Background: an optimization exercise with open tools, aiming at a short achievable clock period and few clock cycles. Do not read the settings as production practice. In this exercise RTL edits were held to simulation tests only and were not proved equivalent to the original. Power figures rest on the tool's default switching activity, not on a simulated workload.

// lc2k_core
module lc2k_core (
    input  wire        clk,
    input  wire        rst,           
    output wire [15:0] imem_addr,
    input  wire [31:0] imem_rdata,
    output wire [15:0] dmem_addr,
    input  wire [31:0] dmem_rdata,
    output wire        dmem_we,
    output wire [31:0] dmem_wdata,
    output wire        halted
);
make LEC_CHECK=0 ABC_CLOCK_PERIOD_IN_PS=2500 CAP_MARGIN=20 CORE_MARGIN=2 CORE_UTILIZATION=30 PLACE_DENSITY=0.5 SETUP_SLACK_MARGIN=3.5 SLEW_MARGIN=20 TNS_END_PERCENT=100 finish   # period 6.0 ns
run.sh (not shown) runs the stock make flow with config.mk's settings and CLKGATE_MAP_FILE= SYNTH_SCRIPT=/design/flow/synth_recipe.tcl, a recipe that flattens the netlist after the stock synthesis.
The first run produced a clean layout.
Testbench counts at the start, summed over its fixed seeds: cycles 40,820.
Next try:
--- a/flow/design.v
+++ b/flow/design.v
@@ -1,25 +1,25 @@
 module lc2k_core (
     input  wire        clk,
     input  wire        rst,           
     output wire [15:0] imem_addr,
     input  wire [31:0] imem_rdata,
     output wire [15:0] dmem_addr,
     input  wire [31:0] dmem_rdata,
     output wire        dmem_we,
     output wire [31:0] dmem_wdata,
     output wire        halted
 );
-    localparam integer NT = 10;       
-    localparam integer NB = 4;        
+    localparam integer NT = 8;        
+    localparam integer NB = 3;        
     reg [31:0] regs [0:7];
     reg [15:0] pc;
     reg [15:0] last_pc;               
     reg        last_seq;              
     reg        last_ext;              
     reg [NT-1:0] last_hit;
     reg        last_cfree;            
     reg        last_okc;              
     reg        last_ok;               
     reg        last_lw;               
     reg [2:0]  last_lrd;              
     reg        last_elw;              
Result: The new run completed with no timing, DRC or antenna violations; wire length drops by a few percent; power drops by a few percent; setup slack gains 30 ps; sequential power drops by a little under a tenth; via count drops slightly; non-clock buffer count drops by 75; die area drops by a few percent; area after synthesis drops by a few percent; design area drops by a few percent; clock skew climbs by 31 ps; core utilization climbs by 0.29 points; register-to-register slack gains 30 ps.
Testbench counts after the change, summed over its fixed seeds: cycles 41,101.


Another version of the RTL of lc2k_core (not shown whole).
Size in the first run: roughly 1500 flip-flops, roughly 130 I/O pins, ~82000 um2 of cells after synthesis.
clock: 6.0 ns
lec_check: 0
abc_clock_period_in_ps: 2500
cap_margin: 20
core_margin: 2
core_utilization: 40
place_density: 0.6
setup_slack_margin: 3.5
slew_margin: 20
tns_end_percent: 100
The baseline passed the timing, DRC and antenna checks.
Testbench counts at the start, summed over its fixed seeds: cycles 41,330.
Next try:
--- a/flow/design.v
+++ b/flow/design.v
@@ -4,18 +4,18 @@
     output wire [15:0] imem_addr,
     input  wire [31:0] imem_rdata,
     output wire [15:0] dmem_addr,
     input  wire [31:0] dmem_rdata,
     output wire        dmem_we,
     output wire [31:0] dmem_wdata,
     output wire        halted
 );
-    localparam integer NT = 8;        
-    localparam integer NB = 3;        
+    localparam integer NT = 9;        
+    localparam integer NB = 4;        
     reg [31:0] regs [0:7];
     reg [15:0] pc;
     reg [15:0] last_pc;               
     reg        last_seq;              
     reg        last_ext;              
     reg [NT-1:0] last_hit;
     reg        last_cfree;            
     reg        last_okc;              
@@ -66,16 +66,17 @@
     reg [15:0] e_tgt;                    
     reg        s_ab, s_mb, s_am, s_lb, s_al, s_mm, s_ll, s_nor;
     reg        s_ld;                     
     reg        n_ma, n_la, n_mb, n_lb;   
     reg        e_fsa, e_fsl;             
     reg [31:0] e_sva, e_svb;             
     reg        e_sfam, e_sfal, e_sfbm, e_sfbl;
     reg        e_swa, e_swb;             
+    reg        e_xe;                     
     reg        e_early;                  
     reg [31:0] e_z;                      
     reg        e_so, e_snor;             
     reg [2:0]  e_srd;
     reg        x_a, x_b, x_sd, x_sa, x_sb;
     reg        m_nor, m_lw, m_sw, m_wr, m_beq, m_sc;
     reg [2:0]  m_rd;
     reg [15:0] m_lo;                     
@@ -242,16 +243,21 @@
     wire [31:0] d_z    = !d_sc ? z_word :
                          z_wa ? (d_instr[22] ? z_nora : z_adda) :
                          z_wb ? (d_instr[22] ? z_norb : z_addb) : z_none;
     wire        d_early_s = d_sc && !busy(d_sca) && !busy(d_scb) &&
                             (!(d_swa || d_swb) ||
                              ((d_add || d_nor) && !busy(d_ra) && !busy(d_rb)));
     wire        d_early_b = d_beq && !busy(d_ra) && !busy(d_rb);
     wire        d_early   = d_early_s || d_early_b;
+    function busy_m(input [2:0] r);
+        busy_m = (e_wr && e_rd == r) || (m_wr && m_rd == r);
+    endfunction
+    wire        d_xe = d_beq && !busy_m(d_ra) && !busy_m(d_rb) &&
+                       e_so && (e_srd == d_ra || e_srd == d_rb);
     wire [15:0] a_lo = e_a[15:0];
     wire [15:0] b_lo = e_b[15:0];
     wire [15:0] p_lo = m_lo;              
     wire [15:0] l_lo = ld[15:0];          
     wire [16:0] sum_ab = a_lo + b_lo;
     wire [16:0] sum_mb = p_lo + b_lo;
     wire [16:0] sum_am = a_lo + p_lo;
     wire [16:0] sum_lb = l_lo + b_lo;
@@ -273,17 +279,17 @@
     wire [31:0] e_ax   = {x_a ? m_sres[31:16] : e_a[31:16], e_a[15:0]};
     wire [31:0] e_bx   = {x_b ? m_sres[31:16] : e_b[31:16], e_b[15:0]};
     wire [31:0] e_fa_v = n_ma ? m_alu : n_la ? ld : e_ax;
     wire [31:0] e_fb_v = n_mb ? m_alu : n_lb ? ld : e_bx;
     wire [31:0] e_sdata = e_fsl ? ld : e_fsa ? m_alu :
                           {x_sd ? m_sres[31:16] : e_sd[31:16], e_sd[15:0]};
     wire [31:0] e_sa = e_sfam ? m_alu : e_sfal ? ld : e_soa;
     wire [31:0] e_sb = e_sfbm ? m_alu : e_sfbl ? ld : e_sob;
-    wire e_taken = e_early && (e_z == 32'd0);
+    wire e_taken = (e_early && (e_z == 32'd0)) || (e_xe && e_ax == e_bx);
     assign dmem_addr  = m_lo;
     assign dmem_wdata = m_sd;
     assign dmem_we    = m_sw;
     wire m_eqhi = (m_ahi == m_bhi);
     wire [15:0] k_s   = m_ahi ^ m_bhi ^ m_sx[31:16];
     wire [15:0] k_c   = (m_ahi & m_bhi) | ((m_ahi ^ m_bhi) & k_s);
     wire        k_add = (k_s == {k_c[14:0], m_c16});
     wire m_seq = (m_k_none && m_sx == m_sy) ||
@@ -309,41 +315,44 @@
             d_valid   <= 1'b0;
             d_sc      <= 1'b0;
             d_so      <= 1'b0;
             e_so      <= 1'b0;
             m_so      <= 1'b0;
             e_lw <= 1'b0; e_sw <= 1'b0; e_beq <= 1'b0; e_halt <= 1'b0; e_wr <= 1'b0;
             e_sc      <= 1'b0;
             e_early   <= 1'b0;
+            e_xe      <= 1'b0;
             m_lw <= 1'b0; m_sw <= 1'b0; m_wr <= 1'b0; m_beq <= 1'b0;
             m_sc      <= 1'b0;
             halt_r    <= 1'b0;
         end else begin
             if (m_wr)
                 regs[m_rd] <= m_res;
             if (m_so)
                 regs[m_srd] <= m_sres;
             m_lw    <= e_lw;
             m_sw    <= e_sw && !m_taken && !halt_r;
             m_wr    <= e_wr && !m_taken;
-            m_beq   <= e_beq && !e_early && !m_taken;
+            m_beq   <= e_beq && !e_early && !e_xe && !m_taken;
             m_sc    <= e_sc && !e_early && !m_taken;
             m_so    <= e_so && !m_taken;
             halt_r  <= halt_r || (e_halt && !m_taken);
             if (flush_d || d_hold) begin
                 e_lw <= 1'b0; e_sw <= 1'b0; e_beq <= 1'b0; e_halt <= 1'b0; e_wr <= 1'b0;
                 e_sc <= 1'b0;
                 e_so <= 1'b0;
                 e_early <= 1'b0;
+                e_xe    <= 1'b0;
             end else begin
                 e_lw <= d_lw; e_sw <= d_sw; e_beq <= d_beq; e_halt <= d_hlt; e_wr <= d_wr;
                 e_sc <= d_sc;
                 e_so <= d_so;
                 e_early <= d_early;
+                e_xe    <= d_xe;
             end
             w_new  <= new_e;
             w_grow <= grow;
             if (new_e)
                 t_ptr <= (t_ptr == NT - 1) ? {NB{1'b0}} : t_ptr + 1'b1;
             if (w_new)
                 t_v <= t_v | w_sel;
             if (m_taken) begin
Wire length rises by a little under a tenth. Utilization rises by 0.69 points. Clock power rises by about a fifth. Flip-flop and latch count rises by 75. Design area rises by a few percent.
Testbench counts after the change, summed over its fixed seeds: cycles 40,820.


main:
RTL: one of the versions met above, not the one the previous note started from.
For scale: ~7700 cells after synthesis, ~130 I/O pins, about 84000 um2 of cells after synthesis.
clock: 6.0 ns
lec_check: 0
abc_clock_period_in_ps: 2500
cap_margin: 20
core_margin: 2
core_utilization: 40
place_density: 0.6
setup_slack_margin: 3.5
slew_margin: 20
tns_end_percent: 100
Testbench counts of main, summed over its fixed seeds: cycles 41,101.
What the feature branch does differently from main at the input level:
diff --git a/flow/design.v b/flow/design.v
--- a/flow/design.v
+++ b/flow/design.v
@@ -3,20 +3,20 @@
     input  wire        rst,           
     output wire [15:0] imem_addr,
     input  wire [31:0] imem_rdata,
     output wire [15:0] dmem_addr,
     input  wire [31:0] dmem_rdata,
     output wire        dmem_we,
     output wire [31:0] dmem_wdata,
     output wire        halted
 );
-    localparam integer NT = 8;        
-    localparam integer NB = 3;        
+    localparam integer NT = 10;       
+    localparam integer NB = 4;        
     reg [31:0] regs [0:7];
     reg [15:0] pc;
     reg [15:0] last_pc;               
     reg        last_seq;              
     reg        last_ext;              
     reg [NT-1:0] last_hit;
     reg        last_cfree;            
     reg        last_okc;              
     reg        last_ok;               
Sort the feature branch and main by placement-stage worst setup slack desc -> top: main
The feature branch vs main on maximum frequency: the feature branch is the lower one.
The feature branch: combinational power about 2% below main
Met3 global-route usage: the feature branch vs main down 0.17 points
Compared with main, placement density in the core of the feature branch is lower.
The feature branch finished all stages; the layout is clean.
Setup slack is higher on main
A slowest stage cell on the critical path of mux4_2 is what main shows, while fa_1 belongs to the feature branch.
Testbench counts of the feature branch, summed over its fixed seeds: cycles 40,820.

-- separate check: timing with driven ports --
The results above use ideal ports. As a check the final layouts listed here were re-extracted and re-timed, cells and wires unchanged.
Step 1 (the two cells are an assumption about what drives the block):
set clk [get_ports {clk}]
set_driving_cell -lib_cell sky130_fd_sc_hd__clkbuf_16 $clk
set_driving_cell -lib_cell sky130_fd_sc_hd__buf_2 [delete_from_list [all_inputs] $clk]
Step 2 moves the port delays by t, midway between the first and last clock arrival at a register: inputs arrive t later, outputs are due t later. That takes back most of the time a late clock gives input paths.
Slacks: ideal / step 1 / step 2; pairs: ideal / step 1.
| run | shift t [ns] | slack for setup (ns) | hold WS [ns] | clock arrival spread, ns | pins driven straight from the clock port |
|---|---|---|---|---|---|
| the first run of note 1 | 0.965 | 2.822 / 2.822 / 1.965 | 0.315 / 0.315 / 0.315 | 0.095 / 0.095 | 1 |
| the second run of note 1 | 0.909 | 2.852 / 2.852 / 2.019 | 0.340 / 0.340 / 0.340 | 0.118 / 0.118 | 1 |
| the first run of note 2 | 0.899 | 2.795 / 2.795 / 2.033 | 0.340 / 0.340 / 0.340 | 0.060 / 0.061 | 1 |
| the second run of note 2 | 0.924 | 2.760 / 2.760 / 1.959 | 0.340 / 0.340 / 0.340 | 0.056 / 0.057 | 1 |
| main | 0.924 | 2.867 / 2.867 / 2.170 | 0.340 / 0.340 / 0.340 | 0.069 / 0.070 | 1 |
| the feature branch | 0.915 | 2.602 / 2.602 / 1.931 | 0.341 / 0.341 / 0.341 | 0.050 / 0.051 | 1 |
After both steps every run listed still meets setup and hold. The setup slack of the first run of note 1, which loses most, moves by 0.000 ns with the drivers and by -0.857 ns with both steps.
